Background: an optimization exercise with open tools, aiming at small area, a short achievable clock period and few clock cycles. Do not read the settings as production practice.
In this exercise RTL edits were held to simulation tests only and were not proved equivalent to the original.
Power is estimated from default activity; no workload was simulated.

## run A
==> flow/design.v (excerpt) <==
module esp32_frame_link (
    input  wire        clk,
    input  wire        rst,
    input  wire        rx_valid,
    input  wire [7:0]  rx_data,
    output wire        rx_ready,
    output wire        msg_valid,
    input  wire        msg_ready,
    output wire [7:0]  msg_data,
    output wire        msg_first,
    output wire        msg_last,
    output wire        rx_idle,
    output wire [31:0] cnt_msg,
    output wire [31:0] cnt_cobs_err,
    output wire [31:0] cnt_short,
    output wire [31:0] cnt_crc_err,
    output wire [31:0] cnt_acc_ovf,
    input  wire        tx_valid,
    input  wire [7:0]  tx_data,
    input  wire        tx_last,
    output wire        tx_ready,
    output wire        wire_valid,
    input  wire        wire_ready,
    output wire [7:0]  wire_data
);
export LEC_CHECK = 0
export CAP_MARGIN = 20
export CORE_MARGIN = 2
export CORE_UTILIZATION = 65
export CTS_BUF_LIST = sky130_fd_sc_hd__clkbuf_8
export CTS_CLUSTER_SIZE = 16
export SLEW_MARGIN = 20
create_clock -name core_clock -period 10.0 [get_ports {clk}]
standard.sh (not shown) runs the stock make flow with config.mk's settings and CLKGATE_MAP_FILE= SYNTH_SCRIPT=/design/flow/synth_recipe.tcl, a recipe that flattens the netlist after the stock synthesis.
==> flow/flow/run.sh <==
#!/bin/bash
set -o pipefail
export SETUP_SLACK_MARGIN=7.0
bash standard.sh > flow_standard.log 2>&1
Testbench counts of run A, summed over its fixed seeds: cycles 32,866.
The following lists how run B was set up differently from run A:
Settings: clearing CTS_CLUSTER_SIZE, which used to be 16; clearing CTS_BUF_LIST, which used to be sky130_fd_sc_hd__clkbuf_8; swapping 65 for 40 in CORE_UTILIZATION.
==> flow/flow/run.sh <==
#!/bin/bash
set -o pipefail
export SETUP_SLACK_MARGIN=7.4
bash standard.sh > flow_standard.log 2>&1
--- outcome ---
- Combinational share of power | run B above run A
- Run A has lower highest cell delay on the worst timing path than run B.
- Run B vs. run A: total of fill cells in the finished design went up by about 140%.
- Delta (run B minus run A): setup slack rose 0.0095 ns; fraction of area in multi-input gates shrank by 0.84 points; met1 track demand over resource shows a reduction of 18 points; die area rose about 60%.
### run B -> run C
==> flow/flow/run.sh <==
#!/bin/bash
set -o pipefail
export SETUP_SLACK_MARGIN=7.0
bash standard.sh > flow_standard.log 2>&1
## What came out
- Total length of routed wires shrinks by a little under 10% when moving from run B to run C.
- Multi-input combinational cell area, run C vs run B: down by a little under 10%
- Against run B, run C reports a overall fraction of global-route tracks in use that is lower.
- Any difference in total number of multi-input combinational cells between run C and run B is small enough to ignore.
- Run C vs run B: internal power component down by a few percent
What run D does differently from run C at the input level:
Settings: CORE_UTILIZATION: 40 -> 65; CTS_BUF_LIST: unset -> sky130_fd_sc_hd__clkbuf_8; CTS_CLUSTER_SIZE: unset -> 16.
==> flow/flow/run.sh <==
#!/bin/bash
set -o pipefail
export SETUP_SLACK_MARGIN=6.7
bash standard.sh > flow_standard.log 2>&1
==> notes.md <==
Comparing run D and run C, setup clock skew after layout is lower on run C.
The more densely filled core belongs to run D, not run C.
Diff run C -> run D: count of clock-net buffers in the final layout climbed about 24%; number of vias per cell now larger.
Modified inputs, run E compared to run D
Settings: CTS_CLUSTER_SIZE removed (was 16).
==> flow/flow/run.sh <==
#!/bin/bash
set -o pipefail
export SETUP_SLACK_MARGIN=7.0
bash standard.sh > flow_standard.log 2>&1
==> comparison <==
Run E ended with every stage complete and zero timing, DRC or antenna violations.
Per the comparison of run E with run D, number of search-and-repair iterations in the first detailed-routing pass dropped 1; final routed wirelength across all metal layers moved down; post-placement setup slack increased 0.091 ns; first-pass GRT wire length shrank by 2.1 mm.
Relative to run D, run E improves time the worst path needs with I/O delays and setup.
Run E ended up with more standard cells than run D.
Of run E and run D, the higher internal cell power belongs to run E.

========
esp32_frame_link, a different RTL version from the one above (not shown whole).
For scale: roughly 1400 flip-flops.
export LEC_CHECK = 0
export CAP_MARGIN = 20
export CORE_MARGIN = 2
export CORE_UTILIZATION = 76
export CTS_BUF_LIST = sky130_fd_sc_hd__clkbuf_8
export CTS_CLUSTER_DIAMETER = 150
export CTS_CLUSTER_SIZE = 14
export SLEW_MARGIN = 20
create_clock -name core_clock -period 10.0 [get_ports {clk}]
==> flow/flow/run.sh <==
#!/bin/bash
set -o pipefail
export SETUP_SLACK_MARGIN=6.7
bash standard.sh > flow_standard.log 2>&1
The starting point went through all stages and came out clean.
Testbench counts at the start, summed over its fixed seeds: cycles 32,702.
Then changed:
Settings changed: CORE_UTILIZATION 76 to 65.
Result: Hold slack loses 0.0077 ns. Wire length came out lower by 4.4%. Flip-flop and latch count is unchanged. First-iteration DRC count came out lower by 20%. Non-clock buffer count came out higher by 23.
Then changed:
Settings changed: CORE_UTILIZATION 65 to 72.
Worst setup slack gains 0.050 ns. Wire length hardly moves. Die area drops by roughly a tenth. Sequential share of layout area grows by 1.2 points.

========
== run 1 ==
esp32_frame_link, a different RTL version from the one above (not shown whole).
Size: about 1,400 flip-flops, roughly 210 I/O pins, roughly 0.057 sq mm of cells after synthesis.
## esp32_frame_link
module esp32_frame_link (
    input  wire        clk,
    input  wire        rst,
    input  wire        rx_valid,
    input  wire [7:0]  rx_data,
    output wire        rx_ready,
    output wire        msg_valid,
    input  wire        msg_ready,
    output wire [7:0]  msg_data,
    output wire        msg_first,
    output wire        msg_last,
    output wire        rx_idle,
    output wire [31:0] cnt_msg,
    output wire [31:0] cnt_cobs_err,
    output wire [31:0] cnt_short,
    output wire [31:0] cnt_crc_err,
    output wire [31:0] cnt_acc_ovf,
    input  wire        tx_valid,
    input  wire [7:0]  tx_data,
    input  wire        tx_last,
    output wire        tx_ready,
    output wire        wire_valid,
    input  wire        wire_ready,
    output wire [7:0]  wire_data
);
export LEC_CHECK = 0
export CAP_MARGIN = 20
export CORE_MARGIN = 2
export CORE_UTILIZATION = 65
export CTS_BUF_LIST = sky130_fd_sc_hd__clkbuf_8
export CTS_CLUSTER_DIAMETER = 150
export CTS_CLUSTER_SIZE = 14
export SLEW_MARGIN = 20
create_clock -name core_clock -period 10.0 [get_ports {clk}]
==> flow/flow/run.sh <==
#!/bin/bash
set -o pipefail
export SETUP_SLACK_MARGIN=6.0
bash standard.sh > flow_standard.log 2>&1
Run 1 | stages: all done | timing, DRC, antenna: all pass
Testbench counts of run 1, summed over its fixed seeds: cycles 32,702.
Relative to run 1, the following input files were edited for run 2:
==> flow/flow/run.sh <==
#!/bin/bash
set -o pipefail
export SETUP_SLACK_MARGIN=6.3
bash standard.sh > flow_standard.log 2>&1
### Flow results
- [compare] base=run 1 new=run 2: highest ir drop seen on vdd went down; clock network fraction of total power has remained practically unchanged; insertion delay to the later sink of the worst-skew pair went up 0.03 ns; global-route usage was more or less identical; sum of internal, switching and leakage power now larger.
- Post-route cell area: run 2 vs run 1, no meaningful difference

========
rev 12:
Another version of the RTL of esp32_frame_link (not shown whole).
Size in the first run: ~3700 cells after synthesis, roughly 210 I/O pins, ~57000 um^2 of cells after synthesis.
// esp32_frame_link
module esp32_frame_link (
    input  wire        clk,
    input  wire        rst,
    input  wire        rx_valid,
    input  wire [7:0]  rx_data,
    output wire        rx_ready,
    output wire        msg_valid,
    input  wire        msg_ready,
    output wire [7:0]  msg_data,
    output wire        msg_first,
    output wire        msg_last,
    output wire        rx_idle,
    output wire [31:0] cnt_msg,
    output wire [31:0] cnt_cobs_err,
    output wire [31:0] cnt_short,
    output wire [31:0] cnt_crc_err,
    output wire [31:0] cnt_acc_ovf,
    input  wire        tx_valid,
    input  wire [7:0]  tx_data,
    input  wire        tx_last,
    output wire        tx_ready,
    output wire        wire_valid,
    input  wire        wire_ready,
    output wire [7:0]  wire_data
);
    frame_rx u_rx (
        .clk(clk), .rst(rst),
        .rx_valid(rx_valid), .rx_data(rx_data), .rx_ready(rx_ready),
        .msg_valid(msg_valid), .msg_ready(msg_ready), .msg_data(msg_data),
        .msg_first(msg_first), .msg_last(msg_last), .rx_idle(rx_idle),
        .cnt_msg(cnt_msg), .cnt_cobs_err(cnt_cobs_err), .cnt_short(cnt_short),
        .cnt_crc_err(cnt_crc_err), .cnt_acc_ovf(cnt_acc_ovf)
    );
    frame_tx u_tx (
        .clk(clk), .rst(rst),
        .tx_valid(tx_valid), .tx_data(tx_data), .tx_last(tx_last), .tx_ready(tx_ready),
  ...
Settings: LEC_CHECK=0, CAP_MARGIN=20, CORE_MARGIN=2, CORE_UTILIZATION=65, CTS_BUF_LIST=sky130_fd_sc_hd__clkbuf_8, CTS_CLUSTER_DIAMETER=150, CTS_CLUSTER_SIZE=16, SLEW_MARGIN=20; clock period 10.0 ns.
==> flow/flow/run.sh <==
#!/bin/bash
set -o pipefail
export SETUP_SLACK_MARGIN=6.8
bash standard.sh > flow_standard.log 2>&1
Testbench counts of rev 12, summed over its fixed seeds: cycles 32,702.
The inputs of rev 13 differ from those of rev 12 as listed below.
# rev 12
export LEC_CHECK = 0
export CAP_MARGIN = 20
export CORE_MARGIN = 2
export CORE_UTILIZATION = 65
export CTS_BUF_LIST = sky130_fd_sc_hd__clkbuf_8
export CTS_CLUSTER_DIAMETER = 150
export CTS_CLUSTER_SIZE = 16
export SLEW_MARGIN = 20
create_clock -name core_clock -period 10.0 [get_ports {clk}]
# rev 13
export LEC_CHECK = 0
export CAP_MARGIN = 20
export CORE_MARGIN = 2
export CORE_UTILIZATION = 65
export CTS_BUF_LIST = sky130_fd_sc_hd__clkbuf_8
export CTS_CLUSTER_DIAMETER = 150
export CTS_CLUSTER_SIZE = 14
export SLEW_MARGIN = 20
create_clock -name core_clock -period 10.0 [get_ports {clk}]
--- outcome ---
Rev 13 reached the final stage; the timing, design-rule and antenna checks on its layout passed. The portion of total power attributed to combinational logic of rev 13 exceeds that of rev 12 by 0.7 points. Compared with rev 12, standby leakage power in rev 13 increased by a few percent. Rev 12 → rev 13: core utilization of the finished layout rose by 1.0 points; area growth from synthesis to layout increased 1.5 points.

========
S:
esp32_frame_link with an RTL version that a note above also has.
For scale: about 57000 µm² of cells after synthesis.
clock: 10.0 ns
lec_check: 0
cap_margin: 20
core_margin: 2
core_utilization: 65
cts_buf_list: sky130_fd_sc_hd__clkbuf_8
cts_cluster_diameter: 150
cts_cluster_size: 14
slew_margin: 20
==> flow/flow/run.sh <==
#!/bin/bash
set -o pipefail
export SETUP_SLACK_MARGIN=6.6
bash standard.sh > flow_standard.log 2>&1
S: all stages complete, timing, DRC and antenna checks passed
Testbench counts of S, summed over its fixed seeds: cycles 32,702.
Setup changes, S to T
==> flow/flow/run.sh <==
#!/bin/bash
set -o pipefail
export SETUP_SLACK_MARGIN=6.8
bash standard.sh > flow_standard.log 2>&1
- T against S; wire length is up by a few percent.
- Detailed-route wire length per cell of T exceeds that of S by a few percent.
- Diff S -> T | proportion of layout cells with a drive suffix above 1 | increase of 2.9 points
- Looking only at area of combinational cells with multiple inputs, and setting everything else aside, the higher value of T and S goes to T.
- Fmax: T higher than S
- Relative to S, the antenna diode instance count of T is lower by 3.
- Total global-route track usage: T > S

## port drivers added, routing unchanged
Ports are ideal in the flow. The routed layouts listed here were re-timed in OpenROAD.
Step 1, drivers: a clkbuf_16 drives clk and a buf_2 each remaining input, both assumed.
Step 2 adds t to the input delays and takes it off the output delays; t is the mean of the earliest and latest rising clock arrival at the registers after step 1. Input paths then give back, and output paths get back, about the clock's delay inside the block.
a / b / c = ideal / step 1 / step 2; a / b = the first two.
run	shift t [ns]	slack for setup (ns)	worst hold slack (ns)	worst setup path after step 2	worst data-port slew with drivers (ns)
run A	0.939	6.518 / 6.446 / 6.052	0.429 / 0.429 / 0.429	input to register	0.09
run B	0.840	6.527 / 6.452 / 6.080	0.439 / 0.439 / 0.439	input to register	0.07
run C	0.835	6.458 / 6.377 / 6.049	0.436 / 0.436 / 0.436	input to register	0.10
run D	0.940	6.385 / 6.321 / 5.823	0.444 / 0.444 / 0.444	input to register	0.10
run E	0.941	6.514 / 6.442 / 6.057	0.430 / 0.430 / 0.430	input to register	0.08
the first run of note 2	0.836	6.616 / 6.616 / 5.963	0.465 / 0.465 / 0.465	input to register	0.07
the second run of note 2	0.853	6.660 / 6.597 / 5.893	0.457 / 0.457 / 0.457	input to register	0.08
the third run of note 2	0.820	6.710 / 6.654 / 5.962	0.466 / 0.466 / 0.466	input to register	0.09
run 1	0.845	6.021 / 5.993 / 5.230	0.450 / 0.450 / 0.450	input to register	0.14
run 2	0.862	6.322 / 6.318 / 5.505	0.464 / 0.464 / 0.464	input to register	0.15
rev 12	0.832	6.502 / 6.502 / 5.898	0.454 / 0.454 / 0.454	input to register	0.05
rev 13	0.875	6.523 / 6.523 / 5.993	0.454 / 0.454 / 0.454	input to register	0.04
S	0.849	6.515 / 6.515 / 5.799	0.459 / 0.459 / 0.459	input to register	0.08
T	0.869	6.630 / 6.600 / 5.793	0.443 / 0.443 / 0.443	input to register	0.04
After both steps every run listed still meets setup and hold. For T, which loses most, drivers alone change the setup slack by -0.030 ns; drivers and shift together by -0.837 ns.
